What follows belongs to an exercise in optimizing a design on an open flow for small area, a short achievable clock period and few clock cycles; a production flow would make more cautious choices.
Function was checked by simulation only, so behaviour that the tests miss may differ from the original.

==> run H: inputs <==
## uhre_fxu
module uhre_fxu (
    input  wire        clk,
    input  wire        rst,         
    input  wire        cmd_valid,
    input  wire [15:0] cmd_word,
    output wire        cmd_ready,
    output reg         done,
    input  wire        wr_en,
    input  wire [4:0]  wr_addr,
    input  wire [15:0] wr_data,
    input  wire [4:0]  rd_addr,
    output reg  [15:0] rd_data
);
Settings: LEC_CHECK=0, ABC_AREA=1, CAP_MARGIN=20, CORE_MARGIN=2, CORE_UTILIZATION=42, PLACE_DENSITY=0.6, SLEW_MARGIN=20; clock period 14.0 ns.
standard.sh (not shown) runs the stock make flow with config.mk's settings and CLKGATE_MAP_FILE= SYNTH_SCRIPT=/design/flow/synth_recipe.tcl, a recipe that flattens the netlist after the stock synthesis.
==> flow/flow/run.sh <==
#!/bin/bash
set -euo pipefail
export SETUP_SLACK_MARGIN=6.3
bash standard.sh > make.log 2>&1
==> inputs of run F, as changes to run H <==
--- a/flow/design.v
+++ b/flow/design.v
@@ -229,24 +229,24 @@
     reg [2:0]  cls;
     reg [3:0]  step;
     reg [2:0]  rd_q, rs1_q;
     reg [1:0]  fn_q;
     reg [15:0] xa, xb;
     reg [23:0] ya, yb;            
-    reg [15:0] v0, v1, v2;        
+    reg [15:0] v0;                
     reg [33:0] za, zb;            
     reg        pnn_a, pnn_b;      
     reg        c_zx, c_rnd8a, c_rnd16a, c_rnd8b, c_rnd16b;
     reg        c_wp, c_ws, c_wdiv, c_ova, c_ovb, c_wea, c_web, c_mt, c_last;
     reg [2:0]  c_tp, c_ts, c_pidx;
     reg [3:0]  c_eia, c_eib;
     reg [1:0]  c_rowa;
     reg        d_neg;
     wire [15:0] d_r  = zb[15:0];
     wire [17:0] d_d3 = zb[33:16];
-    wire [29:0] d_nq = za[29:0];
+    wire [31:0] d_nq = za[31:0];
     wire [15:0] d_d  = xb;
     assign cmd_ready = ~busy;
     wire [4:0] w_op  = cmd_word[15:11];
     wire [2:0] w_rd  = cmd_word[10:8];
     wire [2:0] w_rs1 = cmd_word[7:5];
     wire [2:0] w_rs2 = cmd_word[4:2];
@@ -326,27 +326,27 @@
             if (!e3[18])      r4step = {2'd3, e3[15:0]};
             else if (!e2[18]) r4step = {2'd2, e2[15:0]};
             else if (!e1[18]) r4step = {2'd1, e1[15:0]};
             else              r4step = {2'd0, t[15:0]};
         end
     endfunction
-    wire [17:0] dst1 = r4step(d_r, d_nq[29:28], d_d, d_d3);
-    wire [15:0] d_r2  = div_first ? d_init[45:30] : dst1[15:0];
-    wire [1:0]  d_nb2 = div_first ? d_init[29:28] : d_nq[27:26];
+    wire [17:0] dst1 = r4step(d_r, d_nq[31:30], d_d, d_d3);
+    wire [15:0] d_r2  = div_first ? d_init[47:32] : dst1[15:0];
+    wire [1:0]  d_nb2 = div_first ? d_init[31:30] : d_nq[29:28];
     wire [17:0] d_d32 = div_first ? d_3d : d_d3;
     wire [17:0] dst2 = r4step(d_r2, d_nb2, d_d, d_d32);
-    wire [24:0] d_q    = d_nq[24:0];
+    wire [24:0] d_q    = {d_nq[22:0], dst1[17:16]};
     wire [25:0] d_res  = ({2'b0, d_q[24:1]} ^ {26{d_neg}}) + {25'd0, d_q[0] ^ d_neg};
     wire        d_ov   = !((d_res[25:15] == 11'h000) || (d_res[25:15] == 11'h7FF));
     wire [15:0] abs_pa = pa[15] ? 16'd0 - pa : pa;
     wire [15:0] abs_pb = pb[15] ? 16'd0 - pb : pb;
     wire [4:0]  d_la   = blen(za[15:0]);
     wire [4:0]  d_lb   = blen(xb);
-    wire [5:0]  d_gsum = {1'b0, d_lb} + 6'd20 - {1'b0, d_la};
+    wire [5:0]  d_gsum = {1'b0, d_lb} + 6'd22 - {1'b0, d_la};
     wire [2:0]  d_gh   = (d_gsum[5:2] > 4'd7) ? 3'd7 : d_gsum[4:2];      
-    wire [45:0] d_init = {16'd0, 5'd0, za[15:0], 9'd0} << {d_gh, 2'b00};
+    wire [47:0] d_init = {16'd0, 7'd0, za[15:0], 9'd0} << {d_gh, 2'b00};
     wire [17:0] d_3d   = {2'b0, xb} + {1'b0, xb, 1'b0};
     reg       w_multi;
     reg [2:0] w_cls;
     always @(*) begin
         w_multi = 1'b0;
         w_cls   = CL_FMUL;
@@ -392,24 +392,24 @@
             end
             CL_PROJ: begin
                 n_za_c = 1'b1; n_zb_c = 1'b1; n_rnd16a = 1'b1; n_rnd16b = 1'b1;
                 n_wp = 1'b1; n_ws = 1'b1; n_last = 1'b1;
             end
             CL_XFORM: begin
-                n_pidx = ld_rs1 + ld_step[2:0];
+                n_pidx = ld_rs1 + ((ld_step == 4'd3) ? 3'd1 : ld_step[2:0]);
                 case (ld_step)
                     4'd1: begin n_za_t0 = 1'b1; n_zb_t1 = 1'b1; ia = 4'd0; ib = 4'd3; end
                     4'd2: begin n_za_acc = 1'b1; n_zb_acc = 1'b1; ia = 4'd1; ib = 4'd4; end
                     4'd3: begin n_za_acc = 1'b1; n_zb_acc = 1'b1; n_rnd8a = 1'b1; n_rnd8b = 1'b1;
                                 n_wp = 1'b1; n_ws = 1'b1; n_ova = 1'b1; n_ovb = 1'b1;
                                 ia = 4'd2; ib = 4'd5; end
-                    4'd4: begin n_za_t2 = 1'b1; ia = 4'd6; ib = 4'd7; end
+                    4'd4: begin n_za_t2 = 1'b1; ia = 4'd8; ib = 4'd7; end
                     default: begin
                                 n_za_acc = 1'b1; n_zb_acc = 1'b1; n_zx = 1'b1; n_rnd8a = 1'b1;
                                 n_wp = 1'b1; n_tp = ld_rd + 3'd2; n_ova = 1'b1; n_last = 1'b1;
-                                ia = 4'd8; end
+                                ia = 4'd6; end
                 endcase
             end
             CL_MSCALE: begin
                 n_rnd8a = 1'b1; n_rnd8b = 1'b1; n_wea = 1'b1; n_web = 1'b1;
                 n_ova = 1'b1; n_ovb = 1'b1;
                 n_last = (ld_step == 4'd6);
@@ -531,14 +531,14 @@
         c_tp <= n_tp; c_ts <= ld_rd + 3'd1; c_pidx <= n_pidx;
         c_eia <= n_eia; c_eib <= n_eib; c_rowa <= el_row(n_eia);
         za <= ({34{n_za_t0}}  & {{10{ee[16*9+15]}},  ee[16*9  +: 16], 8'd0}) |
               ({34{n_za_t2}}  & {{10{ee[16*11+15]}}, ee[16*11 +: 16], 8'd0}) |
               ({34{n_za_acc}} & sum_a) | ({34{n_za_c}} & {{2{cx[15]}}, cx, 16'd0}) |
               ({34{div_acc}}  & {18'd0, abs_pa}) |
-              ({34{div_first}} & {4'd0, d_init[27:0], dst2[17:16]}) |
-              ({34{div_iter}} & {4'd0, d_nq[25:0], dst1[17:16], dst2[17:16]});
+              ({34{div_first}} & {2'd0, d_init[29:0], dst2[17:16]}) |
+              ({34{div_iter}} & {2'd0, d_nq[27:0], dst1[17:16], dst2[17:16]});
         zb <= ({34{n_zb_t1}}  & {{10{ee[16*10+15]}}, ee[16*10 +: 16], 8'd0}) |
               ({34{n_zb_acc}} & sum_b) | ({34{n_zb_c}} & {{2{cy[15]}}, cy, 16'd0}) |
               ({34{div_first}} & {d_3d, dst2[15:0]}) |
               ({34{div_iter}} & {d_d3, dst2[15:0]});
     end
     wire [15:0] ea = ee[16*ia +: 16];
@@ -563,16 +563,15 @@
                 CL_MROT: begin
                     ya <= step[0] ? {~yb[23:16], yb[15:0]} : yb;
                     yb <= step[0] ? ya : {~ya[23:16], ya[15:0]};
                 end
                 CL_XFORM: begin
                     case (step)
-                        4'd1: begin ya <= benc(pa, 1'b0); yb <= benc(pa, 1'b0); v1 <= pa; end
-                        4'd2: begin ya <= benc(pa, 1'b0); yb <= benc(pa, 1'b0); v2 <= pa; end
-                        4'd3: begin ya <= benc(v0, 1'b0); yb <= benc(v1, 1'b0); end
-                        default: begin ya <= benc(v2, 1'b0); end
+                        4'd1, 4'd2: begin ya <= benc(pa, 1'b0); yb <= benc(pa, 1'b0); end
+                        4'd3: yb <= benc(pa, 1'b0);
+                        default: ya <= benc(v0, 1'b0);
                     endcase
                 end
                 default: ;
             endcase
         end
     end
@@ -582,43 +581,28 @@
     fxu_rdmux u_rdmux (.a(rd_addr), .rf(rf), .ee(ee), .psx(psx), .psy(psy), .cx(cx), .cy(cy),
                        .st({flag_ill, flag_dz, flag_ov}), .d(rd_mux));
     always @(*) rd_data = rd_mux;
 endmodule
 module fxu_rdmux (input [4:0] a, input [127:0] rf, input [191:0] ee, input [15:0] psx,
                   input [15:0] psy, input [15:0] cx, input [15:0] cy, input [2:0] st,
-                  output reg [15:0] d);
-    always @(*) begin
-        case (a)
-            5'd0:  d = rf[16*0 +: 16];
-            5'd1:  d = rf[16*1 +: 16];
-            5'd2:  d = rf[16*2 +: 16];
-            5'd3:  d = rf[16*3 +: 16];
-            5'd4:  d = rf[16*4 +: 16];
-            5'd5:  d = rf[16*5 +: 16];
-            5'd6:  d = rf[16*6 +: 16];
-            5'd7:  d = rf[16*7 +: 16];
-            5'd8:  d = ee[16*0 +: 16];
-            5'd9:  d = ee[16*1 +: 16];
-            5'd10: d = ee[16*2 +: 16];
-            5'd11: d = ee[16*3 +: 16];
-            5'd12: d = ee[16*4 +: 16];
-            5'd13: d = ee[16*5 +: 16];
-            5'd14: d = ee[16*6 +: 16];
-            5'd15: d = ee[16*7 +: 16];
-            5'd16: d = ee[16*8 +: 16];
-            5'd17: d = ee[16*9 +: 16];
-            5'd18: d = ee[16*10 +: 16];
-            5'd19: d = ee[16*11 +: 16];
-            5'd20: d = psx;
-            5'd21: d = psy;
-            5'd22: d = cx;
-            5'd23: d = cy;
-            5'd24: d = {13'd0, st};
-            default: d = 16'd0;
-        endcase
-    end
+                  output [15:0] d);
+    wire [511:0] regs = {112'd0, {13'd0, st}, cy, cx, psy, psx, ee, rf};    
+    wire [127:0] l1;     
+    wire [31:0]  l2;     
+    genvar g;
+    generate
+        for (g = 0; g < 8; g = g + 1) begin : g_l1
+            wire [63:0] q = regs[64*g +: 64];
+            assign l1[16*g +: 16] = a[1] ? (a[0] ? q[63:48] : q[47:32]) : (a[0] ? q[31:16] : q[15:0]);
+        end
+        for (g = 0; g < 2; g = g + 1) begin : g_l2
+            wire [63:0] q = l1[64*g +: 64];
+            assign l2[16*g +: 16] = a[3] ? (a[2] ? q[63:48] : q[47:32]) : (a[2] ? q[31:16] : q[15:0]);
+        end
+    endgenerate
+    assign d = a[4] ? l2[31:16] : l2[15:0];
 endmodule
 module fxu_lane_b (input [15:0] x, input [7:0] one, input [7:0] two, input [7:0] neg, input [33:0] z, input k7, input k15, input cin0, output [33:0] s, output [33:0] c);
     wire pp0_0 = (((one[0] & x[0]) | (two[0] & 1'b0)) ^ neg[0]);
     wire pp0_1 = (((one[0] & x[1]) | (two[0] & x[0])) ^ neg[0]);
     wire pp0_2 = (((one[0] & x[2]) | (two[0] & x[1])) ^ neg[0]);
     wire pp0_3 = (((one[0] & x[3]) | (two[0] & x[2])) ^ neg[0]);
==> flow/flow/run.sh (replaced) <==
#!/bin/bash
set -euo pipefail
export SETUP_SLACK_MARGIN=6.3
export BUFFER_PORTS_ARGS="-buffer_cell sky130_fd_sc_hd__buf_4"
bash standard.sh > make.log 2>&1
CORE_UTILIZATION = 32   (was 42)
PLACE_DENSITY = 0.58   (was 0.6)
SLEW_MARGIN = 60   (was 20)
==> notes <==
Of run F and run H, run H has the higher global-route usage (gap 13 points). Non-clock buffer count: run H is higher than run F (192). Between run F and run H, the lower critical path depth is in run F (gap 5). In run F the via count is smaller than in run H, by 3.2%. In run F the die area is larger than in run H, by about 30%. Of run F and run H, run F has the higher setup slack (gap 270 ps). Of run F and run H, run H has the higher sequential share of layout area (gap 0.42 points). Of run H and run F, run F has the higher register-to-register slack (gap 250 ps).
Testbench counts of run H, summed over its fixed seeds: cycles 11,086.
Testbench counts of run F, summed over its fixed seeds: cycles 10,997.

port drivers added, routing unchanged:
In the flow no input, the clock included, has a driving cell. The finished layouts below were timed again as built, in two steps.
Step 1, drivers: a clkbuf_16 drives clk and a buf_2 each remaining input, both assumed.
Step 2 adds t to the input delays and takes it off the output delays; t is the mean of the earliest and latest rising clock arrival at the registers after step 1. Input paths then give back, and output paths get back, about the clock's delay inside the block.
a / b / c = no drivers / after step 1 / after step 2; a / b = the first two.
run | shift t [ns] | slack for setup (ns) | worst slew at a driven data input, ns | cell pins on the clock port's net
run H | 0.795 | 6.015 / 5.971 / 5.534 | 0.06 | 1
run F | 0.787 | 6.280 / 6.077 / 5.691 | 0.23 | 1
After both steps setup and hold are still met in every run listed. For run F, which loses most, drivers alone change the setup slack by -0.203 ns; drivers and shift together by -0.589 ns.
